Context: an optimization exercise on an open-source flow, tuned for small area, a short achievable clock period and few clock cycles. The choices shown serve that exercise and are no tape-out recipe. RTL that was checked went through simulation tests only; none was proved equivalent to the original. The RTL of runs 1, 2 and 5 was laid out without a check of its function. No activity file was given, so power comes from the tool's default toggle rates.

==> flow/design.v <==
module rvf_curve_builder (
    input  wire        clk,
    input  wire        rst,
    input  wire        start,
    input  wire [6:0]  bw,           
    input  wire [6:0]  bh,           
    output wire        idle,
    output reg         wr_valid,
    output reg  [11:0] wr_addr,      
    output reg  [11:0] wr_data,      
    output reg         done
);
    reg        idle_r;
    reg        su;               
    reg        run;              
    reg        f1, f2;           
    reg [6:0]  gw;               
    reg        k0;               
    reg [5:0]  ox, oy;           
    reg [5:0]  xh;               
    reg [6:0]  yh;               
    reg [11:0] t;                
    reg        vd;               
    reg [5:0]  xd, yd;           
    reg [5:0]  ty;               
    reg [11:0] rb;               
    reg        ev;               
    reg [5:0]  xa;               
    assign idle = idle_r;
    wire [6:0] gh = yh;
    wire [5:0] th;
    genvar gj;
    generate for (gj = 0; gj < 6; gj = gj + 1) begin : g_th
        assign th[gj] = (gw > (7'd1 << gj)) || (gh > (7'd1 << gj));
    end endgenerate
    wire [5:0] hn = {1'b0, th[5:1]} ^ th;     
    wire [6:0] nw = -gw;
    wire [6:0] nh = -gh;
    wire [5:0] ox_w = {1'b0, nw[5:1] & th[5:1]};
    wire [5:0] oy_w = {1'b0, nh[5:1] & th[5:1]};
    wire       fw = ~|(gw[5:0] & th);
    wire       fh = ~|(gh[5:0] & th);
    wire [5:0] xh_w = fw ? th : ((hn | gw[6:1]) - 6'd1);
    wire [5:0] yh_w = fh ? th : ((hn | gh[6:1]) - 6'd1);
    wire [5:0] d1, d0, sw, cp;
    wire [5:0] x, y;
    generate for (gj = 0; gj < 6; gj = gj + 1) begin : g_pos
        assign d1[gj] = t[2*gj+1];
        assign d0[gj] = t[2*gj];
        if (gj == 5) begin : g_top
            assign sw[gj] = k0;
            assign cp[gj] = 1'b0;
        end else begin : g_low
            assign sw[gj] = k0 ^ ((5 - gj) % 2 == 1) ^ (^d1[5:gj+1]) ^ (^d0[5:gj+1]);
            assign cp[gj] = ^(d1[5:gj+1] & d0[5:gj+1]);
        end
        assign x[gj] = d1[gj] ^ cp[gj] ^ (d0[gj] & sw[gj]);
        assign y[gj] = d1[gj] ^ cp[gj] ^ (d0[gj] & ~sw[gj]);
    end endgenerate
    wire [5:0] glx = ~xd & ox, elx = ~(xd ^ ox);
    wire [5:0] ghx = xd & ~xh, ehx = ~(xd ^ xh);
    wire [5:0] gly = ~yd & oy, ely = ~(yd ^ oy);
    wire [5:0] ghy = yd & ~yh[5:0], ehy = ~(yd ^ yh[5:0]);
    wire [5:0] ltx, gtx, lty, gty, out;
    generate for (gj = 0; gj < 6; gj = gj + 1) begin : g_cmp
        if (gj == 5) begin : g_top
            assign ltx[gj] = glx[gj];
            assign gtx[gj] = ghx[gj];
            assign lty[gj] = gly[gj];
            assign gty[gj] = ghy[gj];
        end else begin : g_low
            assign ltx[gj] = ltx[gj+1] | (glx[gj] & (&elx[5:gj+1]));
            assign gtx[gj] = gtx[gj+1] | (ghx[gj] & (&ehx[5:gj+1]));
            assign lty[gj] = lty[gj+1] | (gly[gj] & (&ely[5:gj+1]));
            assign gty[gj] = gty[gj+1] | (ghy[gj] & (&ehy[5:gj+1]));
        end
        assign out[gj] = ltx[gj] | gtx[gj] | lty[gj] | gty[gj];
    end endgenerate
    wire [6:0] sk;
    assign sk[0] = vd & out[0];
    generate for (gj = 1; gj < 6; gj = gj + 1) begin : g_sk
        assign sk[gj] = vd & out[gj] & t[0] & ~(|t[2*gj-1:1]);
    end endgenerate
    assign sk[6] = 1'b0;
    wire [11:0] m;
    generate for (gj = 0; gj < 12; gj = gj + 1) begin : g_m
        assign m[gj] = sk[gj/2 + 1];
    end endgenerate
    wire [11:0] tm = t | m;
    wire [11:0] cy;              
    wire [11:0] t_step;
    generate for (gj = 0; gj < 12; gj = gj + 1) begin : g_step
        if (gj == 0) begin : g_b0
            assign cy[gj] = 1'b1;
        end else begin : g_bn
            assign cy[gj] = &tm[gj-1:0];
        end
        assign t_step[gj] = (tm[gj] ^ cy[gj]) & ~m[gj];
    end endgenerate
    wire t_last = vd & (sk[1] ? (&tm) : ~(|t));
    wire bubble = sk[1];         
    wire [5:0] ty_p = ty + 6'd1;
    wire [5:0] ty_m = ty - 6'd1;
    wire       y_eq = (yd == ty);
    wire [5:0] gu = yd & ~ty, eu = ~(yd ^ ty);
    wire [5:0] upc;              
    generate for (gj = 0; gj < 6; gj = gj + 1) begin : g_up
        if (gj == 5) begin : g_top
            assign upc[gj] = gu[gj];
        end else begin : g_low
            assign upc[gj] = upc[gj+1] | (gu[gj] & (&eu[5:gj+1]));
        end
    end endgenerate
    wire       y_up = upc[0];
    wire       y_dn = ~y_up & ~y_eq;
    wire       near = y_eq | (yd == ty_p) | (yd == ty_m);
    wire       emit = run & vd & ~out[0];
    wire       stall = emit & ~near;
    wire [11:0] rb_p = rb + {5'd0, gw};
    wire [11:0] rb_m = rb - {5'd0, gw};
    always @(posedge clk) begin
        if (rst) begin
            idle_r   <= 1'b1;
            su       <= 1'b0;
            run      <= 1'b0;
            f1       <= 1'b0;
            f2       <= 1'b0;
            ev       <= 1'b0;
            vd       <= 1'b0;
            wr_valid <= 1'b0;
            done     <= 1'b0;
        end else begin
            su       <= idle_r & start;
            f1       <= run & t_last & ~stall;
            if (su) vd <= 1'b0;
            else if (!stall) vd <= ~bubble;
            f2       <= f1;
            done     <= f2;
            ev       <= emit & near;
            wr_valid <= ev;
            if (idle_r & start) idle_r <= 1'b0;
            if (f2) idle_r <= 1'b1;
            if (su) run <= 1'b1;
            if (run & t_last & ~stall) run <= 1'b0;
        end
        if (idle_r) begin
            gw <= bw;
            yh <= bh;
        end
        if (su) begin
            k0 <= ^th;
            ox <= ox_w;
            oy <= oy_w;
            xh <= xh_w;
            yh <= {1'b0, yh_w};
        end
        if (su) begin
            t  <= 12'd0;
            ty <= oy_w;
            rb <= -{6'd0, ox_w};
        end else begin
            if (!stall) begin
                t  <= t_step;
                xd <= x;
                yd <= y;
            end
            ty <= ({6{y_up}} & ty_p) | ({6{y_dn}} & ty_m) | ({6{y_eq}} & ty);
            rb <= ({12{y_up}} & rb_p) | ({12{y_dn}} & rb_m) | ({12{y_eq}} & rb);
        end
        xa <= xd;
        wr_addr <= rb + {6'd0, xa};
        if (su) wr_data <= 12'd0;
        else wr_data <= wr_data + {11'd0, wr_valid};
    end
endmodule
==> flow/run.sh <==
#!/bin/bash
# synth_recipe.tcl (not shown) runs the flow's synth.tcl, then flattens the netlist and writes it again
# the make line also repeats each setting of config.mk as NAME=value (left out here)
make -C /OpenROAD-flow-scripts/flow DESIGN_CONFIG=/design/flow/config.mk WORK_HOME=/design/flow/orfs CLKGATE_MAP_FILE= SYNTH_SCRIPT=/design/flow/synth_recipe.tcl finish
==> flow/config.mk <==
export PLATFORM = sky130hd
export DESIGN_NAME = rvf_curve_builder
export DESIGN_NICKNAME = rvf_curve_builder
export VERILOG_FILES = /design/flow/design.v
export SDC_FILE = /design/flow/constraint.sdc
export NUM_CORES = 4
export LEC_CHECK = 0
export ABC_AREA = 1
export CAP_MARGIN = 70
export CORE_MARGIN = 2
export CORE_UTILIZATION = 40
export PLACE_DENSITY = 0.6
export SLEW_MARGIN = 70
==> flow/constraint.sdc <==
create_clock -name core_clock -period 10.0 [get_ports {clk}]
set_input_delay 2.0000 -clock core_clock [delete_from_list [all_inputs] [get_ports {clk}]]
set_output_delay 2.0000 -clock core_clock [all_outputs]
set_load 0.01 [all_outputs]
==> run summary, run 1 <==
- The chip height is 143 microns.
- For met1 alone, demand over resource in global routing was 26.5%.
- Setup repair after global routing left no endpoint under its margin.
- For this run, the register share of the synthesized area comes to 34.3%.
- Setup slack closes at 6.59 ns.
- The type of the tightest min-delay check is reg -> reg.
- In this design, the stage delay of the slowest critical-path cell is 0.58 ns.
- The overall routed net length is 19900 microns.
- The TritonCTS buffer count is 9.
- The fraction of the cycle the final worst path needs is 34.1%.
- The met2 global-route usage is 33.2%.
- In this run the mean area of a mapped cell was 7.16 sq um.
- The clock latency of the later-clocked register in the worst-skew pair is 0.36 ns.
- During placement, the flow inserted port buffers numbering 43.
- Timing would allow up to 293 MHz.
- Power comes to 2.31 mW.
- After detailed routing, the number of remaining DRC violations is 0.
- Power spread over the standard cell area amounts to 264 nW/um^2.
- The critical path data required time is 8.00 ns.
- The boundary pin count is 44.
- The cell depth of the worst setup path is 1.
- The measured slew at the worst slew-check pin is 0.407 ns.
- The most used flip-flop cell after synthesis is dfxtp_1.
- The most common cell in the synthesized netlist is nand2_1.
- The global routing stage identified its most utilized layer as met2.
- After the last flow step, the layout net total stands at 1197.
- STA classifies the critical path endpoint as an output port.
- The H-tree was split into 3 levels.
- The number of hold violations in the final report came to 0.
- Across every metal layer, demand over resource in global routing totals 20.0%.
- The share of synthesized flip-flops with an asynchronous set or reset is 0%.
- The number of distinct library cells after synthesis is 50.
- The startpoint identified for the worst hold timing path is f1.
- The synthesized design contains 42 enable-type register cells.
- The synthesized design spends more area on one cell type than any other, namely dfxtp_1.
- The post-synthesis to final-layout area growth is 12.9%.
- The total of max-cap violations is 0.
- The maximum number of pins on one net before global-route repair is 52.
- The worst register-to-register path has a setup slack of 7.06 ns.
- The fraction of layout cells with a size suffix above 1 is 4.55%.
- The average vias per placed instance is 5.02.
- STA puts the critical path data arrival time at 1.41 ns.
- The depth of the most critical reg-to-reg path is 12.
- Counting instances in the post-synthesis netlist gives the leading cell types as nand2_1 (270), inv_1 (158), nor2_1 (116).
- The worst setup path is launched from a flip-flop.
- The number of buffers added for setup after CTS is 0.
- The synthesized area is 7760 sq um.
- TritonCTS built the clock tree.
- Setup violations remaining at the end of the flow were counted as 0.
- Counting every sink on the clock net gives 112.
- The floorplan core area is 18900 sq um.
- The critical path class is reg -> out.
- Routability-driven placement finished with a final weighted congestion of 0.922.
- The launch point of the worst path is idle_r.
- After clock tree synthesis, the repair step resized 0 gates.
- The total via count after detailed routing is 6930.
- The signal on the critical path passes through clkdlybuf4s50_1.
- At the placement stage, the worst setup path has a slack of 6.80 ns.
- The initial antenna violation count is 0.
- The die covers 20500 sq um.
- The post-synthesis net count is 1164.
- The tree is rooted in a clkbuf_16.
- The worst reg2reg path endpoint is yd[2].
- Global routing used 3.92% of the available met3 tracks.
- The layout has 1955 filler cells.
- The run finished with no timing, DRC or antenna violations.
- In the post-synthesis netlist, the biggest area contributors are dfxtp_1 (18%), edfxtp_1 (16%), nand2_1 (13%), ha_1 (9.8%), inv_1 (7.6%).
- The count of yosys warnings during synthesis is 1.
- The kind of cell adding the most delay to the critical path is buffers and inverters.
- The synthesized design devotes to its leading area cell type 18.1% of total area.
- The worst pin sits at a relative slew slack of 72.7%.
- After clock tree synthesis, the clock-pin slew on the worst setup and hold paths is 0.08 ns.
- The first TritonRoute pass finished after 5 iterations.
- The final antenna-violating net count is 0.
- The total half-perimeter wirelength after legalization and detailed placement is 15300 microns.
- The number of global-route vias before repair is 6386.
- The minimum clock period after layout is 3.41 ns.
- The combined buffer and inverter count along the critical path is 1.
- Among all stages on the critical path, the largest delay is contributed by clkdlybuf4s50_1.
- The maximum resistive drop on vdd is 0.000121 V.
- Of all nets on the critical path, the largest fanout is 11.
- The initial cell density of the core is 41.1%.
- The maximum buffer depth of the clock tree is 2.
- The startpoint identified for the worst register-to-register timing path is yh[5].
- The first-pass GRT wire length is 32100 microns.
- Setup total negative slack on the finished layout was measured at 0 ns.
- The site row count is 50.
- From left edge to right edge, the die measures 143 microns.
- The number of hold buffers added after cts is 0.
- The detailed router finished its first iteration with 510 violations.
- Following the worst setup path forward leads to its endpoint at idle.
- The total inserted antenna cells is 0.
- The leakage power is 4.21 nW.
- The gate count after technology mapping is 1083.
- The max-slew violation count is 0.
- The clock skew is 0.00853 ns.
- Synthesis inferred 112 register bits.
- The final routed wire length divided by cell count is 14.4 microns.
- The total overflow reported by the global router is 0.
## worst min path at each step
stage	slack (ns)	endpoint	cells past startpoint
floorplan	0.37	xa[0]	0
global placement	0.40	f2	2
detailed placement	0.40	f2	2
CTS	0.41	f2	2
global route	0.42	f2	2
finish	0.40	f2	2
## cell families after synthesis
| group | after synthesis | share of synthesized area [%] |
|---|---|---|
| xor+xnor | 56 | 7.08 |
| fa+ha+maj | 64 | 10.6 |
| compound gates | 132 | 9.52 |
| simple gates | 534 | 29.1 |
| flops | 112 | 34.3 |
| buf+inv | 185 | 9.35 |
## layer usage
layer  up-vias  part of all wire [%]  routed length, microns
met5         -                     0                       0
met4         0                   1.5                     290
met3        22                   5.1                    1010
met2       197                    47                    9260
met1      3135                    47                    9360
li1       3576                     -                       -
## layout make-up
class | instances | area (sq um) | share of cell area (%)
Tap cell | 260 | 325 | 3.71
Clock inverter | 5 | 36.3 | 0.414
Sequential cell | 112 | 2660 | 30.4
Clock buffer | 11 | 254 | 2.90
Multi-Input combinational cell | 786 | 4410 | 50.4
Inverter | 161 | 604 | 6.90
Timing Repair Buffer | 46 | 460 | 5.26
## per-stage QoR
stage	hold slack, ns	area [sq um]	utilization (%)	instances
after floorplan	0.365	7760	-	1083
after global placement	0.399	8410	44.5	1364
after detailed placement	0.397	8440	44.7	1365
after CTS	0.407	8730	46.2	1381
after global routing	0.422	8760	46.4	1381
final	0.405	8760	46.4	1381
## where the power goes
part / leakage [nW] / total [mW] / switching (mW) / internal [mW]
Sequential: 1.00 / 0.765 / 0.147 / 0.617
Combinational: 3.06 / 1.19 / 0.714 / 0.474
Clock: 0.141 / 0.361 / 0.175 / 0.186
## flip-flops by register name, summed over array words and instances, names as in the netlist, 5 cells and up
name,flops
rb,12
t,12
wr_addr,12
wr_data,12
gw,7
yh,7
ty,6
xa,6
xd,6
xh,6
yd,6
ox,5
oy,5
## cell usage in the layout, fill, tap and decap left out, drive strengths merged, types with 2 or more instances in the layout
cell and count:
a21boi 2, a21o 3, a21oi 49, a31oi 7, buf 2, clkbuf 12
clkdlybuf4s50 43, clkinv 2, dfxtp 70, edfxtp 42, fa 3, ha 61
inv 163, nand2 271, nand3 95, nand3b 2, nand4 21, nor2 119
nor3 13, nor4 4, o211ai 4, o21ai 51, o22ai 7, o31ai 3
or2 7, xnor2 17, xor2 38
==> run 2: changes to the inputs <==
--- a/flow/design.v
+++ b/flow/design.v
@@ -28,20 +28,22 @@
     reg [5:0]  xa;               
     assign idle = idle_r;
     wire [6:0] gh = yh;
-    wire [5:0] th;
+    wire [5:0] w1 = gw[5:0] - 6'd1;
+    wire [5:0] h1 = gh[5:0] - 6'd1;
+    wire [5:0] v = w1 | h1;
+    wire [5:0] th;               
     genvar gj;
     generate for (gj = 0; gj < 6; gj = gj + 1) begin : g_th
-        assign th[gj] = (gw > (7'd1 << gj)) || (gh > (7'd1 << gj));
+        assign th[gj] = |v[5:gj];
     end endgenerate
-    wire [5:0] hn = {1'b0, th[5:1]} ^ th;     
-    wire [6:0] nw = -gw;
-    wire [6:0] nh = -gh;
-    wire [5:0] ox_w = {1'b0, nw[5:1] & th[5:1]};
-    wire [5:0] oy_w = {1'b0, nh[5:1] & th[5:1]};
-    wire       fw = ~|(gw[5:0] & th);
-    wire       fh = ~|(gh[5:0] & th);
-    wire [5:0] xh_w = fw ? th : ((hn | gw[6:1]) - 6'd1);
-    wire [5:0] yh_w = fh ? th : ((hn | gh[6:1]) - 6'd1);
+    wire [5:0] dw = th & ~w1;    
+    wire [5:0] dh = th & ~h1;
+    wire [5:0] ox_w = {1'b0, dw[5:1]};
+    wire [5:0] oy_w = {1'b0, dh[5:1]};
+    wire [6:0] cw = {1'b0, dw} + 7'd1;
+    wire [6:0] ch = {1'b0, dh} + 7'd1;
+    wire [5:0] xh_w = th & ~cw[6:1];
+    wire [5:0] yh_w = th & ~ch[6:1];
     wire [5:0] d1, d0, sw, cp;
     wire [5:0] x, y;
     generate for (gj = 0; gj < 6; gj = gj + 1) begin : g_pos
==> run 2 against run 1 <==
Global-route usage is 0.39 points lower; critical path depth stayed put; via count is 5.9% lower; cell area is 3.0% lower; non-clock buffer count stayed put; core utilization is 0.46 points higher; first-iteration DRC count is 18% lower; sequential cell count is 1 lower; total power is 6.0% lower; sequential share of layout area is 0.73 points higher; worst hold slack better by 0.0084 ns; largest power group unchanged; highest routed layer unchanged.
==> run summary, run 2 <==
- The cell at the slowest stage of the critical path is clkdlybuf4s50_1 (unchanged).
- The share of the yosys chip area belonging to registers is 35.4% (was 34.3%).
- The overall routed net length is 18600 microns (was 19900 microns).
- The gate count after technology mapping is 1027 (was 1083).
- The most crowded layer after global routing is met2 (unchanged).
- The type of origin of the critical path is a flip-flop (unchanged).
- The top achievable clock speed is 289 MHz (was 293 MHz).
- The CTS clock-pin slew for the worst setup and hold paths came to 0.08 ns (about the same).
- The share of synthesized flip-flops with an asynchronous set or reset is 0% (unchanged).
- The tightest slew margin relative to the limit is 74.1% (was 72.7%).
- The final RePlAce weighted congestion is 0.905 (was 0.922).
- The total half-perimeter wirelength after legalization and detailed placement is 14500 microns (was 15300 microns).
- The power density relative to cell area is 256 nW/um^2 (was 264 nW/um^2).
- The fraction of synthesized cell area taken by the top area cell type is 18.5% (was 18.1%).
- The initial antenna violation count is 0 (unchanged).
- The number of I/O port buffers is 42 (was 43).
- The global routing usage on met3 is 3.23% (was 3.92%).
- The site row count is 49 (was 50).
- The area of all sequential standard cells came to 2650 sq um (was 2660 sq um).
- The total overflow reported by the global router is 0 (unchanged).
- The buffer type at the clock tree root is clkbuf_16 (unchanged).
- The number of levels the H-tree was split into came to 3 (unchanged).
- The boundary pin count is 44 (unchanged).
- The initial cell density of the core is 41.1% (about the same).
- The number of global-route vias before repair is 6234 (was 6386).
- The worst stage delay on the critical path is 0.60 ns (was 0.58 ns).
- The number of hold violations in the final report is 0 (unchanged).
- The clock latency of the later-clocked register in the worst-skew pair is 0.36 ns (about the same).
- Run status: no timing/DRC/antenna violations (unchanged).
- The global-route usage over all layers is 19.6% (was 20.0%).
- The number of endpoints failing setup at the final stage was 0 (unchanged).
- The maximum resistive drop on vdd is 0.0000976 V (was 0.000121 V).
- The launch point of the worst path is idle_r (unchanged).
- The combined buffer and inverter count along the critical path is 1 (unchanged).
- The type of destination of the critical path is an output port (unchanged).
- The floorplan core area is 18100 sq um (was 18900 sq um).
- The maximum buffer depth of the clock tree is 2 (unchanged).
- The synthesized area came to 7460 sq um (was 7760 sq um).
- The kind of cell adding the most delay to the critical path is buffers and inverters (unchanged).
- Top cells by count, synth: nand2_1 (262), inv_1 (142), nor2_1 (114) (was nand2_1 (270), inv_1 (158), nor2_1 (116)).
- The smallest hold slack is 0.413 ns (was 0.405 ns).
- The setup TNS after final layout was 0 ns (unchanged).
- The TritonCTS sink count was 111 (was 112).
- The final routed wire length divided by cell count is 14.3 microns (was 14.4 microns).
- The critical path class is reg -> out (unchanged).
- Most used cells in the layout excluding fill and tap cells: nand2_1 (262), inv_1 (141), nor2_1 (112) (was nand2_1 (269), inv_1 (156), nor2_1 (115)).
- The total of max-cap violations is 0 (unchanged).
- The clock skew is 0.00689 ns (was 0.00853 ns).
- The minimum clock period after layout was 3.46 ns (was 3.41 ns).
- The area of the multi-input gates is 4240 sq um (was 4410 sq um).
- The number of DRC markers after the initial detailed-route iteration is 419 (was 510).
- The CTS tree is yes (unchanged).
- The first-pass GRT wire length is 31000 microns (was 32100 microns).
- The count of instances resized after the clock tree is built is 0 (unchanged).
- The critical register-to-register path startpoint was yd[5] (was yh[5]).
- The fraction of layout cells with a size suffix above 1 was 5.04% (was 4.55%).
- The final antenna-violating net count came to 0 (unchanged).
- The average cell area after synthesis is 7.27 sq um (was 7.16 sq um).
- The number of distinct library cells after synthesis was 45 (was 50).
- The cell accounting for the most synthesized area is dfxtp_1 (unchanged).
- The post-synthesis net count is 1105 (was 1164).
- Area contributors post-synth: dfxtp_1 (19%), edfxtp_1 (17%), nand2_1 (13%), ha_1 (9.7%), inv_1 (7.1%) (was dfxtp_1 (18%), edfxtp_1 (16%), nand2_1 (13%), ha_1 (9.8%), inv_1 (7.6%)).
- The total inserted antenna cells came to 0 (unchanged).
- The number of buffers added for setup after CTS was 0 (unchanged).
- The most common cell in the synthesized netlist is nand2_1 (unchanged).
- The measured slew at the worst slew-check pin was 0.388 ns (was 0.407 ns).
- The number of hold buffers added after cts came to 0 (unchanged).
- Cell chain of the critical path: clkdlybuf4s50_1 (unchanged).
- The worst endpoint data arrival time was 1.46 ns (was 1.41 ns).
- The total via count after detailed routing is 6524 (was 6930).
- The number of fillers in the final layout is 1861 (was 1955).
- The chip width is 141 microns (was 143 microns).
- Unrepaired setup endpoints after global routing: no (unchanged).
- The total number of nets in the final design is 1145 (was 1197).
- The max-slew violation count came to 0 (unchanged).
- The chip height is 141 microns (was 143 microns).
- The met2 global-route usage is 32.0% (was 33.2%).
- The total of flip-flops plus latches after synthesis is 111 (was 112).
- The maximum number of pins on one net before global-route repair came to 49 (was 52).
- The fraction of the cycle the final worst path needs came to 34.6% (was 34.1%).
- The DRC violation count after routing is 0 (unchanged).
- The average vias per placed instance is 5.01 (was 5.02).
- The met1 usage is 26.8% (was 26.5%).
- The worst min-delay path startpoint is f1 (unchanged).
- The most common library cell in the layout ignoring fill and taps is nand2_1 (unchanged).
- The area of the die is 19800 sq um (was 20500 sq um).
- The maximum fanout along the worst path is 10 (was 11).
- The count of flip-flops with a built-in enable after synthesis is 42 (unchanged).
- The count of yosys warnings during synthesis is 1 (unchanged).
- The TritonCTS buffer count is 9 (unchanged).
- The critical path data required time came to 8.00 ns (about the same).
- The number of iterations in the first detailed-routing pass is 5 (unchanged).
- The post-synthesis to final-layout area growth is 13.8% (was 12.9%).
- The leakage power was 4.04 nW (was 4.21 nW).
- The type of the tightest min-delay check is reg -> reg (unchanged).
- The dominant synthesized flop cell is dfxtp_1 (unchanged).
-- run 2: worst paths after layout --
check,slack (ns),end,cells past startpoint
min reg2reg,0.41,f2,2
max,6.54,idle,1
min,0.41,f2,2
max reg2reg,6.85,yd[1],10
-- run 2: per-layer routing --
metal  vias to the layer above  routed length (microns)
li1                       3411                        -
met1                      2946                     9020
met2                       141                     8460
met3                        26                      792
met4                         0                      377
met5                         -                        0
-- run 2: where the power goes --
group / leakage [nW] / internal, mW / switching [mW] / total, mW
registers: 0.995 / 0.598 / 0.125 / 0.724
clock network: 0.153 / 0.201 / 0.183 / 0.383
logic: 2.90 / 0.425 / 0.643 / 1.07
total: 4.04 / 1.22 / 0.952 / 2.18
-- run 2: metrics by stage --
stage / utilization (%) / cells / setup WS [ns] / power [mW] / area, sq um
floorplan: - / 1027 / 7.49 / 1.49 / 7460
CTS: 46.8 / 1301 / 6.51 / 2.18 / 8490
global placement: 44.7 / 1284 / 6.40 / 1.77 / 8120
global route: 46.8 / 1301 / 6.51 / 2.38 / 8490
finish: 46.8 / 1301 / 6.54 / 2.18 / 8490
detailed placement: 45.0 / 1285 / 6.84 / 1.79 / 8180
-- run 2: area by class of cell --
cell class	instances	share of cell area (%)
timing repair buffer	46	5.39
inverter	147	6.53
tap	229	3.37
multi-input combinational	752	49.9
clock inverter	7	1.03
sequential	111	31.2
clock buffer	9	2.65
-- run 2: cells by family (layout without fill, tap and decap cells) --
group / Yosys count / after routing / share of synthesized area [%]
DFF: 111 / 111 / 35.4
buffers and inverters: 164 / 209 / 8.48
adders and majority gates: 61 / 61 / 10.5
xor gates and xnor gates: 60 / 60 / 7.43
and+or+nand+nor: 546 / 546 / 31.6
AOI/OAI and AO/OA: 85 / 85 / 6.59
==> run 3: changes to the inputs <==
--- a/flow/design.v
+++ b/flow/design.v
@@ -113,8 +113,9 @@
             assign upc[gj] = upc[gj+1] | (gu[gj] & (&eu[5:gj+1]));
         end
     end endgenerate
-    wire       y_up = upc[0];
-    wire       y_dn = ~y_up & ~y_eq;
+    wire       y_up = vd & upc[0];
+    wire       y_dn = vd & ~upc[0] & ~y_eq;
+    wire       y_st = ~y_up & ~y_dn;
     wire       near = y_eq | (yd == ty_p) | (yd == ty_m);
     wire       emit = run & vd & ~out[0];
     wire       stall = emit & ~near;
@@ -166,8 +167,8 @@
                 xd <= x;
                 yd <= y;
             end
-            ty <= ({6{y_up}} & ty_p) | ({6{y_dn}} & ty_m) | ({6{y_eq}} & ty);
-            rb <= ({12{y_up}} & rb_p) | ({12{y_dn}} & rb_m) | ({12{y_eq}} & rb);
+            ty <= ({6{y_up}} & ty_p) | ({6{y_dn}} & ty_m) | ({6{y_st}} & ty);
+            rb <= ({12{y_up}} & rb_p) | ({12{y_dn}} & rb_m) | ({12{y_st}} & rb);
         end
         xa <= xd;
         wr_addr <= rb + {6'd0, xa};
==> flow/flow/run.sh (new file) <==
#!/bin/bash
# The standard layout (standard.sh), with two changes to how it is made:
# timing repair aims at a setup margin of 6.9 ns, and the port buffers are
# sky130_fd_sc_hd__buf_2 cells. make's full output goes to standard_flow.log,
# each tool's own log to orfs/logs/.
set -euo pipefail
bash standard.sh SETUP_SLACK_MARGIN=6.9 'BUFFER_PORTS_ARGS=-buffer_cell sky130_fd_sc_hd__buf_2' finish > standard_flow.log 2>&1
==> flow/standard.sh (new file) <==
#!/bin/bash
# synth_recipe.tcl (not shown) runs the flow's synth.tcl, then flattens the netlist and writes it again
# the make line also repeats each setting of config.mk as NAME=value (left out here)
make -C /OpenROAD-flow-scripts/flow DESIGN_CONFIG=/design/flow/config.mk WORK_HOME=/design/flow/orfs CLKGATE_MAP_FILE= SYNTH_SCRIPT=/design/flow/synth_recipe.tcl "${@:-finish}"
--- a/flow/config.mk
+++ b/flow/config.mk
@@ -6,8 +6,8 @@
 export NUM_CORES = 4
 export LEC_CHECK = 0
 export ABC_AREA = 1
-export CAP_MARGIN = 70
+export CAP_MARGIN = 20
 export CORE_MARGIN = 2
 export CORE_UTILIZATION = 40
 export PLACE_DENSITY = 0.6
-export SLEW_MARGIN = 70
+export SLEW_MARGIN = 20
removed: flow/run.sh
==> run 3 against run 2 <==
Sequential share of layout area grew 0.52 points; routed wire length is 3.2% higher; combinational power is essentially flat; worst hold slack worse by 0.0062 ns; sequential power rose by 0.8%; critical endpoint unchanged; highest routed layer unchanged.
==> run summary, run 3 <==
- Run status: no timing/DRC/antenna violations (unchanged).
- The compound-cell area share of the yosys netlist is 7.92% (was 6.59%).
- The maximum resistive drop on vdd is 0.000100 V (was 0.0000976 V).
- The basic-gate share of the synthesized area counting and, or, nand and nor cells is 31.0% (was 31.6%).
- The TritonCTS sink count is 111 (unchanged).
- The tightest slew margin relative to the limit is 40.4% (was 74.1%).
- The critical register-to-register path startpoint is gw[1] (was yd[5]).
- The depth of the most critical reg-to-reg path is 14 (was 10).
- The count of flip-flops with a built-in enable after synthesis is 42 (unchanged).
- The adder and majority gate portion of the synthesized area came to 10.4% (was 10.5%).
- Area contributors post-synth: dfxtp_1 (18%), edfxtp_1 (17%), nand2_1 (13%), ha_1 (9.6%), inv_1 (7.5%) (was dfxtp_1 (19%), edfxtp_1 (17%), nand2_1 (13%), ha_1 (9.7%), inv_1 (7.1%)).
- The largest family of logic cells by synthesized area is simple AND/OR/NAND/NOR gates (unchanged).
- The type of destination of the critical path is an output port (unchanged).
- The fraction of synthesized cell area taken by the top area cell type is 18.2% (was 18.5%).
- Unrepaired setup endpoints after global routing: no (unchanged).
- The number of global-route vias before repair is 6325 (was 6234).
- The worst endpoint data arrival time is 0.97 ns (was 1.46 ns).
- The measured slew at the worst slew-check pin came to 0.889 ns (was 0.388 ns).
- The mux cell area share after synthesis is 0% (unchanged).
- The critical path class was reg -> out (unchanged).
- The chip width was 142 microns (was 141 microns).
- The final RePlAce weighted congestion is 0.910 (was 0.905).
- The combined buffer and inverter count along the critical path was 1 (unchanged).
- The synthesized area was 7580 sq um (was 7460 sq um).
- The area of the die is 20100 sq um (was 19800 sq um).
- The minimum setup slack among reg-to-reg paths is 7.17 ns (was 6.85 ns).
- The fraction of layout cells with a size suffix above 1 is 8.79% (was 5.04%).
- The number of hold violations in the final report is 0 (unchanged).
- The clock latency of the later-clocked register in the worst-skew pair is 0.36 ns (about the same).
- The leakage power is 4.07 nW (was 4.04 nW).
- The total overflow reported by the global router is 0 (unchanged).
- The top achievable clock speed was 337 MHz (was 289 MHz).
- The smallest hold slack came to 0.407 ns (was 0.413 ns).
- The initial cell density of the core came to 40.7% (was 41.1%).
- The total number of nets in the final design is 1177 (was 1145).
- The dominant synthesized flop cell is dfxtp_1 (unchanged).
- The kind of cell adding the most delay to the critical path is flip-flops (was buffers and inverters).
- The total of max-cap violations was 0 (unchanged).
- The CTS tree is yes (unchanged).
- The most common cell in the synthesized netlist is nand2_1 (unchanged).
- The maximum fanout along the worst path is 10 (unchanged).
- The number of iterations in the first detailed-routing pass is 5 (unchanged).
- Most used cells in the layout excluding fill and tap cells: nand2_1 (266), inv_1 (151), nor2_1 (114) (was nand2_1 (262), inv_1 (141), nor2_1 (112)).
- The number of distinct library cells after synthesis is 40 (was 45).
- The share of the yosys chip area belonging to registers is 34.9% (was 35.4%).
- The global-route usage over all layers is 20.0% (was 19.6%).
- The overall routed net length is 19300 microns (was 18600 microns).
- The final routed wire length divided by cell count is 14.4 microns (was 14.3 microns).
- The end point of the worst hold path is f2 (unchanged).
- The cell count after placement is 1322 (was 1285).
- The most common library cell in the layout ignoring fill and taps is nand2_1 (unchanged).
- The minimum clock period after layout was 2.97 ns (was 3.46 ns).
- The XOR/XNOR share of the synthesized area is 6.87% (was 7.43%).
- The overall power of the completed layout is 2.17 mW (was 2.18 mW).
- The total via count after detailed routing came to 6749 (was 6524).
- The number of I/O port buffers was 42 (unchanged).
- The max-slew violation count came to 0 (unchanged).
- The number of endpoints failing setup at the final stage is 0 (unchanged).
- The power density relative to cell area was 260 nW/um^2 (was 256 nW/um^2).
- The clock skew is 0.0123 ns (was 0.00689 ns).
- The number of levels the H-tree was split into was 3 (unchanged).
- The total inserted antenna cells is 0 (unchanged).
- The fraction of the cycle the final worst path needs came to 29.7% (was 34.6%).
- The worst setup timing slack at the placement stage is 6.96 ns (was 6.84 ns).
- Cell chain of the critical path: buf_2 (was clkdlybuf4s50_1).
- The post-layout instance count excluding filler cells was 1338 (was 1301).
- The DRC violation count after routing is 0 (unchanged).
- The average vias per placed instance is 5.04 (was 5.01).
- The gate count after technology mapping is 1062 (was 1027).
- The total half-perimeter wirelength after legalization and detailed placement came to 14900 microns (was 14500 microns).
- The chip height is 142 microns (was 141 microns).
- The maximum buffer depth of the clock tree is 2 (unchanged).
- The CTS clock-pin slew for the worst setup and hold paths is 0.09 ns (was 0.08 ns).
- The post-place instance area is 8020 sq um (was 8180 sq um).
- The final antenna-violating net count is 0 (unchanged).
- The count of yosys warnings during synthesis is 1 (unchanged).
- The post-route standard cell area excluding fillers is 8360 sq um (was 8490 sq um).
- The worst reg2reg path endpoint is rb[4] (was yd[1]).
- The critical path data required time is 8.00 ns (about the same).
- The setup TNS after final layout was 0 ns (unchanged).
- The share of synthesized flip-flops with an asynchronous set or reset is 0% (unchanged).
- The cell accounting for the most synthesized area is dfxtp_1 (unchanged).
- The first-pass GRT wire length was 31800 microns (was 31000 microns).
- The type of the tightest min-delay check is reg -> reg (unchanged).
- The share of the core filled with cells is 44.8% (was 46.8%).
- The average cell area after synthesis is 7.14 sq um (was 7.27 sq um).
- Top cells by count, synth: nand2_1 (267), inv_1 (152), nor2_1 (115) (was nand2_1 (262), inv_1 (142), nor2_1 (114)).
- The worst stage delay on the critical path is 0.45 ns (was 0.60 ns).
- The maximum number of pins on one net before global-route repair is 47 (was 49).
- The initial antenna violation count is 0 (unchanged).
- The post-synthesis to final-layout area growth is 10.3% (was 13.8%).
- The site row count came to 50 (was 49).
- The post-synthesis net count is 1140 (was 1105).
- The cell at the slowest stage of the critical path is dfxtp_4 (was clkdlybuf4s50_1).
- The TritonCTS buffer count is 9 (unchanged).
- The type of origin of the critical path is a flip-flop (unchanged).
- The number of DRC markers after the initial detailed-route iteration is 455 (was 419).
- The boundary pin count came to 44 (unchanged).
- The worst setup slack after layout came to 7.03 ns (was 6.54 ns).
- The buffer type at the clock tree root is clkbuf_16 (unchanged).
- The number of buffers added for setup after CTS is 0 (unchanged).
- The floorplan core area is 18600 sq um (was 18100 sq um).
- The depth of the worst hold-timing path is 2 (unchanged).
- The total of flip-flops plus latches after synthesis came to 111 (unchanged).
- The worst min-delay path startpoint was f1 (unchanged).
run 3: cell count changes after synthesis, moves of 3 or more:
cell	previous run	this run
a21oi_1	28	46
o21ai_0	26	41
inv_1	142	152
nand2_1	262	267
xor2_1	44	39
nand4_1	24	20
nand2_2	4	7
o221ai_1	3	0
run 3: timing repair:
action                     4_1_cts  5_1_grt
setup endpoints to repair        1       29
pin swaps                        0        0
gates resized for setup          1        7
hold buffers                     0        0
run 3: metal layers:
layer | global-route usage, % | up-vias | wire [microns]
li1 | - | 3515 | -
met1 | 26.9 | 3045 | 9220
met2 | 32.9 | 164 | 8640
met3 | 3.44 | 25 | 979
met4 | 6.05 | 0 | 414
met5 | 0 | - | 0
run 3: worst max-delay path by stage:
stage | from | end | slack, ns | depth (start not counted)
floorplan | idle_r | idle | 7.49 | 0
global placement | yd[5] | rb[2] | 6.99 | 13
detailed placement | yd[5] | rb[2] | 6.96 | 13
CTS | idle_r | idle | 6.91 | 1
global route | gh[0] | gh[5] | 6.92 | 16
finish | idle_r | idle | 7.03 | 1
run 3: cell families after synthesis:
logic type / count (synthesis)
AOI/OAI and AO/OA: 111
xor gates and xnor gates: 56
adders and majority gates: 61
buffers and inverters: 177
DFF: 111
and+or+nand+nor: 546
run 3: power breakdown:
part	leakage (nW)	switching [mW]	internal, mW
combinational	2.92	0.675	0.387
sequential	0.995	0.129	0.601
clock	0.156	0.198	0.183
total	4.07	1.00	1.17
run 3: cell type report:
type	instances	area (sq um)
Sequential cell	111	2650
Clock inverter	7	93.8
Tap cell	234	293
Fill cell	1948	10300
Timing Repair Buffer	44	225
Clock buffer	9	225
Inverter	159	601
Multi-Input combinational cell	774	4270
run 3: worst register-to-register path: cells and delay by family, from the launching register on:
kind,cells,cell delay (ns)
DFF,1,0.48
xor gates and xnor gates,1,0.25
AOI/OAI and AO/OA,1,0.05
buffers and inverters,2,0.24
adders and majority gates,3,0.65
and+or+nand+nor,7,1.05
Testbench counts of run 3, summed over its fixed seeds: cycles 157,109.
==> run 4: changes to the inputs <==
==> flow/flow/run.sh (replaced) <==
#!/bin/bash
# The standard layout (standard.sh), with three changes to how it is made:
# timing repair aims at a setup margin of 6.9 ns, the port buffers are
# sky130_fd_sc_hd__buf_2 cells, and clock tree synthesis adds no dummy loads.
# make's full output goes to standard_flow.log, each tool's own log to
# orfs/logs/.
set -euo pipefail
bash standard.sh SETUP_SLACK_MARGIN=6.9 \
  'BUFFER_PORTS_ARGS=-buffer_cell sky130_fd_sc_hd__buf_2' \
  'CTS_ARGS=-sink_clustering_enable -repair_clock_nets -dont_use_dummy_load ' \
  finish > standard_flow.log 2>&1
==> run 4 against run 3 <==
Core utilization decreased by 0.50 points; sequential power hardly changed; cell count down 0.52%; first-iteration DRC count down 3.5%; critical path depth stayed put; clock skew is 0.014 ns higher; die area unchanged; worst hold slack lost 0.019 ns; fmax hardly changed; critical path type unchanged; largest cell class unchanged.
==> run summary, run 4 <==
- The first-pass GRT wire length is 31800 microns (about the same).
- The power density relative to cell area is 255 nW/um^2 (was 260 nW/um^2).
- The number of buffers added for setup after CTS is 0 (unchanged).
- The maximum number of pins on one net before global-route repair is 47 (unchanged).
- The global-route usage over all layers came to 20.0% (about the same).
- The worst setup slack after layout is 7.03 ns (about the same).
- The cell count after placement is 1322 (unchanged).
- The maximum resistive drop on vdd is 0.000100 V (about the same).
- The total of max-cap violations came to 0 (unchanged).
- The number of global-route vias before repair is 6326 (was 6325).
- The number of fillers in the final layout is 1955 (was 1948).
- The gate count after technology mapping was 1062 (unchanged).
- The top achievable clock speed came to 337 MHz (about the same).
- Most used cells in the layout excluding fill and tap cells: nand2_1 (266), inv_1 (151), nor2_1 (114) (unchanged).
- The number of iterations in the first detailed-routing pass is 5 (unchanged).
- The number of endpoints failing setup at the final stage is 0 (unchanged).
- The post-route standard cell area excluding fillers is 8260 sq um (was 8360 sq um).
- The tightest slew margin relative to the limit came to 40.3% (was 40.4%).
- The share of the core filled with cells is 44.3% (was 44.8%).
- Area contributors post-synth: dfxtp_1 (18%), edfxtp_1 (17%), nand2_1 (13%), ha_1 (9.6%), inv_1 (7.5%) (unchanged).
- The total via count after detailed routing is 6717 (was 6749).
- The measured slew at the worst slew-check pin was 0.890 ns (was 0.889 ns).
- The worst endpoint data arrival time came to 0.97 ns (about the same).
- The most common cell in the synthesized netlist is nand2_1 (unchanged).
- The post-synthesis to final-layout area growth is 9.05% (was 10.3%).
- The worst stage delay on the critical path is 0.44 ns (was 0.45 ns).
- The clock skew is 0.0259 ns (was 0.0123 ns).
- Unrepaired setup endpoints after global routing: no (unchanged).
- The fraction of synthesized cell area taken by the top area cell type came to 18.2% (unchanged).
- The CTS tree is yes (unchanged).
- The maximum fanout along the worst path is 10 (unchanged).
- The critical path class is reg -> out (unchanged).
- The post-place instance area is 8020 sq um (unchanged).
- The count of flip-flops with a built-in enable after synthesis came to 42 (unchanged).
- The maximum buffer depth of the clock tree came to 2 (unchanged).
- The cell accounting for the most synthesized area is dfxtp_1 (unchanged).
- The total of flip-flops plus latches after synthesis came to 111 (unchanged).
- The fraction of layout cells with a size suffix above 1 was 8.20% (was 8.79%).
- The TritonCTS sink count is 111 (unchanged).
- The boundary pin count was 44 (unchanged).
- The average cell area after synthesis is 7.14 sq um (unchanged).
- The floorplan core area is 18600 sq um (unchanged).
- Run status: no timing/DRC/antenna violations (unchanged).
- The site row count came to 50 (unchanged).
- The total half-perimeter wirelength after legalization and detailed placement is 14900 microns (unchanged).
- The worst setup timing slack at the placement stage is 6.96 ns (unchanged).
- The CTS clock-pin slew for the worst setup and hold paths was 0.09 ns (about the same).
- The combined buffer and inverter count along the critical path is 1 (unchanged).
- The number of hold violations in the final report is 0 (unchanged).
- The minimum clock period after layout came to 2.97 ns (about the same).
- The synthesized area is 7580 sq um (unchanged).
- Top cells by count, synth: nand2_1 (267), inv_1 (152), nor2_1 (115) (unchanged).
- The area of the die came to 20100 sq um (unchanged).
- The share of synthesized flip-flops with an asynchronous set or reset is 0% (unchanged).
- The max-slew violation count is 0 (unchanged).
- The number of levels the H-tree was split into is 3 (unchanged).
- The total inserted antenna cells was 0 (unchanged).
- The number of I/O port buffers is 42 (unchanged).
- The cell at the slowest stage of the critical path is dfxtp_4 (unchanged).
- The count of yosys warnings during synthesis is 1 (unchanged).
- The kind of cell adding the most delay to the critical path is flip-flops (unchanged).
- The overall power of the completed layout is 2.11 mW (was 2.17 mW).
- The chip width is 142 microns (unchanged).
- The critical path data required time is 8.00 ns (about the same).
- The initial antenna violation count is 0 (unchanged).
- The share of the yosys chip area belonging to registers was 34.9% (unchanged).
- The leakage power is 4.03 nW (was 4.07 nW).
- Cell chain of the critical path: buf_2 (unchanged).
- The smallest hold slack was 0.388 ns (was 0.407 ns).
- The type of the tightest min-delay check was reg -> reg (unchanged).
- The initial cell density of the core came to 40.7% (unchanged).
- The chip height came to 142 microns (unchanged).
- The number of distinct library cells after synthesis is 40 (unchanged).
- The total number of nets in the final design was 1177 (unchanged).
- The final RePlAce weighted congestion is 0.910 (unchanged).
- The clock latency of the later-clocked register in the worst-skew pair came to 0.37 ns (was 0.36 ns).
- The dominant synthesized flop cell is dfxtp_1 (unchanged).
- The average vias per placed instance is 5.05 (was 5.04).
- The TritonCTS buffer count is 9 (unchanged).
- The final antenna-violating net count is 0 (unchanged).
- The most common library cell in the layout ignoring fill and taps was nand2_1 (unchanged).
- The final routed wire length divided by cell count came to 14.5 microns (was 14.4 microns).
- The type of origin of the critical path was a flip-flop (unchanged).
- The buffer type at the clock tree root is clkbuf_16 (unchanged).
- The post-synthesis net count is 1140 (unchanged).
- The setup TNS after final layout is 0 ns (unchanged).
- The total overflow reported by the global router was 0 (unchanged).
- The number of DRC markers after the initial detailed-route iteration was 439 (was 455).
- The fraction of the cycle the final worst path needs is 29.7% (about the same).
- The minimum setup slack among reg-to-reg paths came to 7.17 ns (about the same).
- The post-layout instance count excluding filler cells is 1331 (was 1338).
- The type of destination of the critical path is an output port (unchanged).
- The overall routed net length is 19300 microns (about the same).
- The DRC violation count after routing is 0 (unchanged).
## run 4: logic make-up after synthesis
family | after synthesis | synth area share [%]
DFF | 111 | 34.9
AOI/OAI and AO/OA | 111 | 7.92
adders and majority gates | 61 | 10.4
and+or+nand+nor | 546 | 31.0
buffers and inverters | 177 | 8.96
xor gates and xnor gates | 56 | 6.87
## run 4: worst paths after layout
kind,startpoint,depth (start not counted),end
worst max register to register,yd[5],13,rb[2]
worst max-delay path,idle_r,1,idle
worst min-delay path,f1,2,f2
worst min register to register,f1,2,f2
## run 4: layer usage
metal | track usage (%) | share of wire, % | vias up
met5 | 0 | 0 | -
met3 | 3.48 | 6.0 | 28
met4 | 6.21 | 2.1 | 0
met1 | 26.8 | 47 | 3020
met2 | 33.1 | 45 | 171
li1 | - | - | 3498
## run 4: cell type report
class                      count  area, sq um  share of cell area, %
multi-input combinational    774         4270                   51.7
sequential                   111         2650                   32.0
inverter                     159          601                   7.27
tap                          234          293                   3.54
clock buffer                   9          225                   2.73
timing repair buffer          44          225                   2.73
## run 4: report_power, final
part / leakage, nW / switching, mW / internal [mW]
Clock: 0.111 / 0.155 / 0.160
Combinational: 2.92 / 0.676 / 0.387
Sequential: 0.995 / 0.128 / 0.601
Total: 4.03 / 0.959 / 1.15
## run 4: worst register-to-register path, stage by stage (launching register included)
cell and delay (ns):
edfxtp_1 0.53, ha_1 0.37, nand2_1 0.06, inv_1 0.03
nor3_1 0.20, o211ai_1 0.20, nor2_1 0.13, nand2_1 0.25
nand2_2 0.30, clkinvlp_4 0.31, nand2_1 0.13, nand3_1 0.07
nand2_1 0.06, o21ai_0 0.07
## run 4: repair_timing
item,4_1_cts,5_1_grt
pin swaps,0,0
hold buffers,0,0
resized for setup,1,7
gates cloned,0,0
endpoints found under the setup margin,1,29
==> run 5: changes to the inputs <==
--- a/flow/design.v
+++ b/flow/design.v
@@ -14,11 +14,11 @@
     reg        su;               
     reg        run;              
     reg        f1, f2;           
-    reg [6:0]  gw;               
+    reg [5:0]  w1;               
     reg        k0;               
     reg [5:0]  ox, oy;           
     reg [5:0]  xh;               
-    reg [6:0]  yh;               
+    reg [5:0]  yh;               
     reg [11:0] t;                
     reg        vd;               
     reg [5:0]  xd, yd;           
@@ -27,9 +27,7 @@
     reg        ev;               
     reg [5:0]  xa;               
     assign idle = idle_r;
-    wire [6:0] gh = yh;
-    wire [5:0] w1 = gw[5:0] - 6'd1;
-    wire [5:0] h1 = gh[5:0] - 6'd1;
+    wire [5:0] h1 = yh;
     wire [5:0] v = w1 | h1;
     wire [5:0] th;               
     genvar gj;
@@ -62,7 +60,7 @@
     wire [5:0] glx = ~xd & ox, elx = ~(xd ^ ox);
     wire [5:0] ghx = xd & ~xh, ehx = ~(xd ^ xh);
     wire [5:0] gly = ~yd & oy, ely = ~(yd ^ oy);
-    wire [5:0] ghy = yd & ~yh[5:0], ehy = ~(yd ^ yh[5:0]);
+    wire [5:0] ghy = yd & ~yh, ehy = ~(yd ^ yh);
     wire [5:0] ltx, gtx, lty, gty, out;
     generate for (gj = 0; gj < 6; gj = gj + 1) begin : g_cmp
         if (gj == 5) begin : g_top
@@ -119,8 +117,7 @@
     wire       near = y_eq | (yd == ty_p) | (yd == ty_m);
     wire       emit = run & vd & ~out[0];
     wire       stall = emit & ~near;
-    wire [11:0] rb_p = rb + {5'd0, gw};
-    wire [11:0] rb_m = rb - {5'd0, gw};
+    wire [11:0] rb_n = rb + (({12{y_up}} & {6'd0, w1}) | ({12{y_dn}} & {6'h3f, ~w1})) + {11'd0, y_up};
     always @(posedge clk) begin
         if (rst) begin
             idle_r   <= 1'b1;
@@ -147,15 +144,15 @@
             if (run & t_last & ~stall) run <= 1'b0;
         end
         if (idle_r) begin
-            gw <= bw;
-            yh <= bh;
+            w1 <= bw[5:0] - 6'd1;
+            yh <= bh[5:0] - 6'd1;
         end
         if (su) begin
             k0 <= ^th;
             ox <= ox_w;
             oy <= oy_w;
             xh <= xh_w;
-            yh <= {1'b0, yh_w};
+            yh <= yh_w;
         end
         if (su) begin
             t  <= 12'd0;
@@ -168,7 +165,7 @@
                 yd <= y;
             end
             ty <= ({6{y_up}} & ty_p) | ({6{y_dn}} & ty_m) | ({6{y_st}} & ty);
-            rb <= ({12{y_up}} & rb_p) | ({12{y_dn}} & rb_m) | ({12{y_st}} & rb);
+            rb <= rb_n;
         end
         xa <= xd;
         wr_addr <= rb + {6'd0, xa};
==> run 5 against run 4 <==
Sequential power grew 1%; still clean; total power grew 11%; largest power group unchanged; core utilization grew 4.1 points; clock skew is 0.0047 ns lower; worst hold slack better by 0.017 ns; highest routed layer unchanged; die area is 8.8% lower; setup slack got worse by 0.25 ns; area after synthesis fell by 9.1%; via count down 13%.
==> run summary, run 5 <==
- Run status: no timing/DRC/antenna violations (unchanged).
- The number of iterations in the first detailed-routing pass came to 5 (unchanged).
- The number of endpoints failing setup at the final stage is 0 (unchanged).
- The share of synthesized flip-flops with an asynchronous set or reset was 0% (unchanged).
- Cell chain of the critical path: ha_4 -> nand4_1 -> o211ai_1 -> a21oi_2 -> nand2_2 -> nand2_4 -> clkinv_8 -> nand2_4 -> o21ai_2 -> fa_2 -> fa_2 -> nand3_2 -> a21oi_2 -> nor2_2 -> o21ai_2 -> nand2_1 -> nand2_1 -> nand2_1 -> nand2_2 -> nand2_1 -> nand2_1 -> o21ai_1 (was buf_2).
- The average vias per placed instance is 4.90 (was 5.05).
- The initial antenna violation count is 0 (unchanged).
- The DRC violation count after routing is 0 (unchanged).
- The maximum number of pins on one net before global-route repair is 49 (was 47).
- The minimum clock period after layout is 3.22 ns (was 2.97 ns).
- The count of flip-flops with a built-in enable after synthesis is 41 (was 42).
- The CTS clock-pin slew for the worst setup and hold paths is 0.08 ns (was 0.09 ns).
- The share of the yosys chip area belonging to registers is 37.9% (was 34.9%).
- The basic-gate share of the synthesized area counting and, or, nand and nor cells came to 26.0% (was 31.0%).
- The cell at the slowest stage of the critical path is edfxtp_1 (was dfxtp_4).
- The area of the die was 18300 sq um (was 20100 sq um).
- The smallest hold slack is 0.405 ns (was 0.388 ns).
- The critical path data required time came to 10.30 ns (was 8.00 ns).
- The total via count after detailed routing was 5841 (was 6717).
- The worst endpoint data arrival time is 3.52 ns (was 0.97 ns).
- The post-layout instance count excluding filler cells is 1191 (was 1331).
- The global-route usage over all layers is 18.6% (was 20.0%).
- The fraction of synthesized cell area taken by the top area cell type is 20.0% (was 18.2%).
- The overall routed net length came to 16400 microns (was 19300 microns).
- The type of the tightest min-delay check is reg -> reg (unchanged).
- The post-place instance area was 7350 sq um (was 8020 sq um).
- The chip width came to 135 microns (was 142 microns).
- The kind of cell adding the most delay to the critical path is adder cells (was flip-flops).
- The worst stage delay on the critical path is 0.53 ns (was 0.44 ns).
- The launch point of the worst path is yd[3] (was idle_r).
- The total inserted antenna cells is 0 (unchanged).
- The chip height is 135 microns (was 142 microns).
- The total overflow reported by the global router is 0 (unchanged).
- The post-synthesis to final-layout area growth is 17.4% (was 9.05%).
- The number of distinct library cells after synthesis is 42 (was 40).
- The combined buffer and inverter count along the critical path is 1 (unchanged).
- The top achievable clock speed is 310 MHz (was 337 MHz).
- The setup TNS after final layout was 0 ns (unchanged).
- The max-slew violation count is 0 (unchanged).
- The final RePlAce weighted congestion is 0.876 (was 0.910).
- The site row count is 47 (was 50).
- The compound-cell area share of the yosys netlist came to 8.82% (was 7.92%).
- The most common library cell in the layout ignoring fill and taps is nand2_1 (unchanged).
- The cell count after placement is 1146 (was 1322).
- The critical register-to-register path startpoint is yd[3] (was yd[5]).
- The number of global-route vias before repair is 5613 (was 6326).
- The clock skew is 0.0212 ns (was 0.0259 ns).
- The adder and majority gate portion of the synthesized area is 10.7% (was 10.4%).
- The number of DRC markers after the initial detailed-route iteration is 359 (was 439).
- The number of hold buffers added after cts came to 0 (unchanged).
- The first-pass GRT wire length is 26700 microns (was 31800 microns).
- The number of levels the H-tree was split into is 3 (unchanged).
- The total half-perimeter wirelength after legalization and detailed placement is 12100 microns (was 14900 microns).
- The count of yosys warnings during synthesis is 1 (unchanged).
- The share of the core filled with cells is 48.5% (was 44.3%).
- The XOR/XNOR share of the synthesized area came to 8.68% (was 6.87%).
- The mux cell area share after synthesis is 0% (unchanged).
- The final antenna-violating net count was 0 (unchanged).
- The most common cell in the synthesized netlist was nand2_1 (unchanged).
- The maximum buffer depth of the clock tree is 2 (unchanged).
- The worst min-delay path startpoint is ev (was f1).
- The final routed wire length divided by cell count was 13.8 microns (was 14.5 microns).
- The worst setup slack after layout is 6.78 ns (was 7.03 ns).
- The maximum fanout along the worst path was 5 (was 10).
- The gate count after technology mapping is 898 (was 1062).
- The floorplan core area is 16700 sq um (was 18600 sq um).
- The clock latency of the later-clocked register in the worst-skew pair is 0.36 ns (was 0.37 ns).
- The initial cell density of the core is 41.3% (was 40.7%).
- The fraction of the cycle the final worst path needs is 32.2% (was 29.7%).
- The number of hold violations in the final report is 0 (unchanged).
- The type of origin of the critical path is a flip-flop (unchanged).
- Area contributors post-synth: dfxtp_1 (20%), edfxtp_1 (18%), nand2_1 (11%), ha_1 (9.8%), inv_1 (5.9%) (was dfxtp_1 (18%), edfxtp_1 (17%), nand2_1 (13%), ha_1 (9.6%), inv_1 (7.5%)).
- The buffer type at the clock tree root is clkbuf_16 (unchanged).
- The post-route standard cell area excluding fillers is 8090 sq um (was 8260 sq um).
- Top cells by count, synth: nand2_1 (202), inv_1 (108), nor2_1 (104) (was nand2_1 (267), inv_1 (152), nor2_1 (115)).
- The CTS tree is yes (unchanged).
- The post-synthesis net count is 972 (was 1140).
- The boundary pin count is 44 (unchanged).
- The maximum resistive drop on vdd came to 0.000138 V (was 0.000100 V).
- The worst setup timing slack at the placement stage was 6.10 ns (was 6.96 ns).
- The leakage power is 3.80 nW (was 4.03 nW).
- The tightest slew margin relative to the limit is 47.9% (was 40.3%).
- The average cell area after synthesis came to 7.67 sq um (was 7.14 sq um).
- The overall power of the completed layout is 2.34 mW (was 2.11 mW).
- The measured slew at the worst slew-check pin is 0.781 ns (was 0.890 ns).
- The number of I/O port buffers was 41 (was 42).
- The dominant synthesized flop cell is dfxtp_1 (unchanged).
- The fraction of layout cells with a size suffix above 1 came to 17.9% (was 8.20%).
- The TritonCTS sink count is 110 (was 111).
- The total number of nets in the final design is 1047 (was 1177).
- The power density relative to cell area came to 290 nW/um^2 (was 255 nW/um^2).
- The total of flip-flops plus latches after synthesis is 110 (was 111).
- The type of destination of the critical path is a flip-flop (was output port).
- The dominant cell type by count on the critical path is nand2_1.
- The total of max-cap violations is 0 (unchanged).
- Most used cells in the layout excluding fill and tap cells: nand2_1 (194), inv_1 (105), nor2_1 (101) (was nand2_1 (266), inv_1 (151), nor2_1 (114)).
- The synthesized area is 6890 sq um (was 7580 sq um).
- Unrepaired setup endpoints after global routing: yes (was no).
- The cell accounting for the most synthesized area was dfxtp_1 (unchanged).
- The largest family of logic cells by synthesized area is simple AND/OR/NAND/NOR gates (unchanged).
- The TritonCTS buffer count is 9 (unchanged).
- The critical path class is reg -> reg (was reg -> out).
[run 5: final timing paths]
check	endpoint	slack [ns]	depth (start not counted)
worst max-delay path	rb[10]	6.78	22
worst min-delay path	wr_valid	0.41	2
worst max register to register	rb[10]	6.78	22
worst min register to register	wr_valid	0.41	2
[run 5: timing repair]
action / CTS / global route
setup buffers: 19 / 17
pin swaps: 16 / 23
endpoints found under the setup margin: 13 / 16
resized for setup: 26 / 34
[run 5: logic make-up (layout without fill, tap and decap cells)]
logic type | count (synthesis) | in the layout
AOI/OAI and AO/OA | 111 | 111
xor gates and xnor gates | 61 | 61
adders and majority gates | 57 | 57
buffers and inverters | 141 | 214
DFF | 110 | 110
and+or+nand+nor | 418 | 418
[run 5: report_power, final]
part	leakage, nW	total (mW)	internal (mW)	switching [mW]
Combinational	2.70	1.30	0.582	0.716
Clock	0.111	0.308	0.159	0.149
Sequential	0.985	0.737	0.611	0.125
[run 5: final cells by class]
type | instances | area [sq um]
fillers | 1680 | 8610
inverters | 126 | 489
flip-flops and latches | 110 | 2620
clock buffers | 9 | 225
multi-input cells | 647 | 3960
repair buffers | 79 | 522
well taps | 220 | 275
[run 5: metal layers]
layer  up-vias  routed length, microns  global-route usage [%]
met2       112                    7590                    30.5
met4         0                     300                    5.32
met1      2643                    7870                    25.0
met5         -                       0                       0
met3        20                     682                    3.78
li1       3066                       -                       -
[run 5: worst register-to-register path: cells and delay by family (launching register included)]
| kind | cells | cell delay, ns |
|---|---|---|
| AO/OA/AOI/OAI | 6 | 0.59 |
| adder cells (fa/ha/maj) | 3 | 1.06 |
| buffers and inverters | 1 | 0.07 |
| flip-flops | 1 | 0.53 |
| AND/OR/NAND/NOR | 12 | 0.91 |
==> run 6: changes to the inputs <==
--- a/flow/design.v
+++ b/flow/design.v
@@ -117,7 +117,8 @@
     wire       near = y_eq | (yd == ty_p) | (yd == ty_m);
     wire       emit = run & vd & ~out[0];
     wire       stall = emit & ~near;
-    wire [11:0] rb_n = rb + (({12{y_up}} & {6'd0, w1}) | ({12{y_dn}} & {6'h3f, ~w1})) + {11'd0, y_up};
+    wire [11:0] rb_p = rb + {6'd0, w1} + 12'd1;       
+    wire [11:0] rb_m = rb + {6'h3f, ~w1};             
     always @(posedge clk) begin
         if (rst) begin
             idle_r   <= 1'b1;
@@ -165,7 +166,7 @@
                 yd <= y;
             end
             ty <= ({6{y_up}} & ty_p) | ({6{y_dn}} & ty_m) | ({6{y_st}} & ty);
-            rb <= rb_n;
+            rb <= ({12{y_up}} & rb_p) | ({12{y_dn}} & rb_m) | ({12{y_st}} & rb);
         end
         xa <= xd;
         wr_addr <= rb + {6'd0, xa};
==> run 6 against run 5 <==
Core utilization fell by 3.3 points; cell area fell by 3.2%; still clean; largest power group unchanged; sequential cell count did not move; critical path depth fell by 21; total power fell by 13%.
==> run summary, run 6 <==
- Run status: no timing/DRC/antenna violations (unchanged).
- The cell accounting for the most synthesized area is dfxtp_1 (unchanged).
- The clock skew is 0.0309 ns (was 0.0212 ns).
- The tightest slew margin relative to the limit is 62.7% (was 47.9%).
- The chip width is 138 microns (was 135 microns).
- Area contributors post-synth: dfxtp_1 (19%), edfxtp_1 (17%), nand2_1 (11%), ha_1 (9.8%), inv_1 (7.3%) (was dfxtp_1 (20%), edfxtp_1 (18%), nand2_1 (11%), ha_1 (9.8%), inv_1 (5.9%)).
- The share of the yosys chip area belonging to registers is 36.6% (was 37.9%).
- The worst setup timing slack at the placement stage came to 6.80 ns (was 6.10 ns).
- The TritonCTS buffer count is 9 (unchanged).
- The critical path data required time is 8.00 ns (was 10.30 ns).
- The overall routed net length was 17200 microns (was 16400 microns).
- The total number of nets in the final design is 1069 (was 1047).
- The chip height is 138 microns (was 135 microns).
- The measured slew at the worst slew-check pin is 0.559 ns (was 0.781 ns).
- The type of origin of the critical path is a flip-flop (unchanged).
- The total half-perimeter wirelength after legalization and detailed placement was 13400 microns (was 12100 microns).
- The fraction of layout cells with a size suffix above 1 is 7.77% (was 17.9%).
- The number of DRC markers after the initial detailed-route iteration was 406 (was 359).
- Unrepaired setup endpoints after global routing: no (was yes).
- The top achievable clock speed is 335 MHz (was 310 MHz).
- The critical path class is reg -> out (was reg -> reg).
- The setup TNS after final layout is 0 ns (unchanged).
- The maximum number of pins on one net before global-route repair came to 44 (was 49).
- The total inserted antenna cells is 0 (unchanged).
- The initial cell density of the core was 41.2% (was 41.3%).
- The post-route standard cell area excluding fillers is 7840 sq um (was 8090 sq um).
- The floorplan core area came to 17400 sq um (was 16700 sq um).
- The global-route usage over all layers is 19.4% (was 18.6%).
- The final RePlAce weighted congestion is 0.923 (was 0.876).
- The type of the tightest min-delay check is reg -> reg (unchanged).
- The area of the die is 19000 sq um (was 18300 sq um).
- The count of flip-flops with a built-in enable after synthesis came to 41 (unchanged).
- Top cells by count, synth: nand2_1 (210), inv_1 (139), nor2_1 (98) (was nand2_1 (202), inv_1 (108), nor2_1 (104)).
- The total via count after detailed routing is 6116 (was 5841).
- The post-place instance area was 7570 sq um (was 7350 sq um).
- The number of I/O port buffers was 41 (unchanged).
- The total of flip-flops plus latches after synthesis was 110 (unchanged).
- The minimum setup slack among reg-to-reg paths is 7.12 ns (was 6.78 ns).
- The number of distinct library cells after synthesis was 48 (was 42).
- The maximum resistive drop on vdd is 0.000124 V (was 0.000138 V).
- The initial antenna violation count is 0 (unchanged).
- The buffer type at the clock tree root is clkbuf_16 (unchanged).
- The most common library cell in the layout ignoring fill and taps was nand2_1 (unchanged).
- The fraction of synthesized cell area taken by the top area cell type came to 19.3% (was 20.0%).
- The site row count was 48 (was 47).
- The worst stage delay on the critical path came to 0.45 ns (was 0.53 ns).
- The share of the core filled with cells was 45.2% (was 48.5%).
- The average cell area after synthesis is 7.48 sq um (was 7.67 sq um).
- The first-pass GRT wire length came to 28400 microns (was 26700 microns).
- The worst setup slack after layout is 7.02 ns (was 6.78 ns).
- The maximum buffer depth of the clock tree is 2 (unchanged).
- The minimum clock period after layout is 2.98 ns (was 3.22 ns).
- The post-layout instance count excluding filler cells was 1216 (was 1191).
- The dominant synthesized flop cell is dfxtp_1 (unchanged).
- The max-slew violation count is 0 (unchanged).
- The smallest hold slack came to 0.401 ns (was 0.405 ns).
- The type of destination of the critical path is an output port (was flip-flop).
- The final antenna-violating net count is 0 (unchanged).
- Most used cells in the layout excluding fill and tap cells: nand2_1 (209), inv_1 (138), nor2_1 (97) (was nand2_1 (194), inv_1 (105), nor2_1 (101)).
- The CTS tree is yes (unchanged).
- The cell count after placement is 1206 (was 1146).
- The DRC violation count after routing is 0 (unchanged).
- The count of yosys warnings during synthesis is 1 (unchanged).
- The number of endpoints failing setup at the final stage came to 0 (unchanged).
- The gate count after technology mapping is 956 (was 898).
- The fraction of the cycle the final worst path needs is 29.8% (was 32.2%).
- The combined buffer and inverter count along the critical path came to 1 (unchanged).
- The kind of cell adding the most delay to the critical path is flip-flops (was adder cells).
- The most common cell in the synthesized netlist is nand2_1 (unchanged).
- The TritonCTS sink count is 110 (unchanged).
- The number of global-route vias before repair is 5692 (was 5613).
- The number of iterations in the first detailed-routing pass is 5 (unchanged).
- The share of synthesized flip-flops with an asynchronous set or reset was 0% (unchanged).
- The worst endpoint data arrival time was 0.98 ns (was 3.52 ns).
- The number of hold buffers added after cts was 0 (unchanged).
- The synthesized area came to 7150 sq um (was 6890 sq um).
- Cell chain of the critical path: buf_2 (was ha_4 -> nand4_1 -> o211ai_1 -> a21oi_2 -> nand2_2 -> nand2_4 -> clkinv_8 -> nand2_4 -> o21ai_2 -> fa_2 -> fa_2 -> nand3_2 -> a21oi_2 -> nor2_2 -> o21ai_2 -> nand2_1 -> nand2_1 -> nand2_1 -> nand2_2 -> nand2_1 -> nand2_1 -> o21ai_1).
- The CTS clock-pin slew for the worst setup and hold paths is 0.06 ns (was 0.08 ns).
- The final routed wire length divided by cell count was 14.2 microns (was 13.8 microns).
- The total of max-cap violations is 0 (unchanged).
- The number of hold violations in the final report is 0 (unchanged).
- The leakage power is 3.79 nW (was 3.80 nW).
- The cell at the slowest stage of the critical path is dfxtp_2 (was edfxtp_1).
- The post-synthesis net count is 1032 (was 972).
- The clock latency of the later-clocked register in the worst-skew pair is 0.36 ns (about the same).
- The total overflow reported by the global router was 0 (unchanged).
- The power density relative to cell area is 260 nW/um^2 (was 290 nW/um^2).
- The maximum fanout along the worst path is 9 (was 5).
- The overall power of the completed layout was 2.04 mW (was 2.34 mW).
- The boundary pin count is 44 (unchanged).
- The post-synthesis to final-layout area growth is 9.68% (was 17.4%).
- The average vias per placed instance was 5.03 (was 4.90).
- The number of levels the H-tree was split into is 3 (unchanged).
run 6: worst paths after layout:
path	startpoint	to	cells past startpoint
min	f1	f2	2
min reg2reg	f1	f2	2
max reg2reg	yd[4]	xd[1]	13
max	idle_r	idle	1
run 6: where the power goes:
| part | switching (mW) | internal [mW] | total, mW |
|---|---|---|---|
| clock | 0.149 | 0.159 | 0.308 |
| sequential | 0.136 | 0.602 | 0.738 |
| combinational | 0.610 | 0.382 | 0.992 |
| total | 0.895 | 1.14 | 2.04 |
run 6: cell type report:
| class | count | area [sq um] |
|---|---|---|
| Sequential cell | 110 | 2620 |
| Clock buffer | 9 | 225 |
| Inverter | 144 | 548 |
| Fill cell | 1777 | 9520 |
| Tap cell | 225 | 282 |
| Timing Repair Buffer | 44 | 240 |
| Multi-Input combinational cell | 684 | 3930 |
run 6: metal layers:
metal	global-route usage, %	vias to the layer above	share of wire [%]
li1	-	3190	-
met1	26.4	2778	48
met2	31.9	130	45
met3	2.69	18	4.7
met4	5.90	0	1.8
met5	0	-	0
run 6: timing repair:
action | CTS | global route
setup buffers | 0 | 1
resized for setup | 3 | 4
cloned | 0 | 0
endpoints found under the setup margin | 13 | 13
endpoints found under the hold margin | 0 | 0
run 6: logic make-up after synthesis:
kind of cell	synth area share, %
buf+inv	8.74
compound gates	9.05
fa+ha+maj	10.6
simple gates	26.9
flops	36.6
xor+xnor	8.11
Testbench counts of run 6, summed over its fixed seeds: cycles 157,109.

## port drivers added, routing unchanged
The results above use ideal ports. As a check the final layouts listed here were re-extracted and re-timed, cells and wires unchanged.
Step 1 assumes that a clkbuf_16 drives the clock port and a buf_2 every other input.
Step 2 moves the port delays by t, midway between the first and last clock arrival at a register: inputs arrive t later, outputs are due t later. That takes back most of the time a late clock gives input paths.
Slacks: ideal ports / drivers / drivers and shift; pairs: ideal ports / drivers.
run	t, ns	slack for setup (ns)	latest minus earliest clock arrival (ns)	worst data-port slew with drivers (ns)
run 1	0.398	6.587 / 6.544 / 6.942	0.009 / 0.009	0.04
run 2	0.398	6.538 / 6.494 / 6.850	0.008 / 0.008	0.04
run 3	0.400	7.029 / 6.987 / 7.171	0.014 / 0.013	0.04
run 4	0.396	7.030 / 6.987 / 7.169	0.032 / 0.031	0.04
run 5	0.390	6.775 / 6.775 / 6.775	0.022 / 0.021	0.04
run 6	0.389	7.019 / 6.977 / 6.864	0.031 / 0.031	0.03
After both steps setup and hold are still met in every run listed. The setup slack of run 6, which loses most, moves by -0.042 ns with the drivers and by -0.155 ns with both steps.
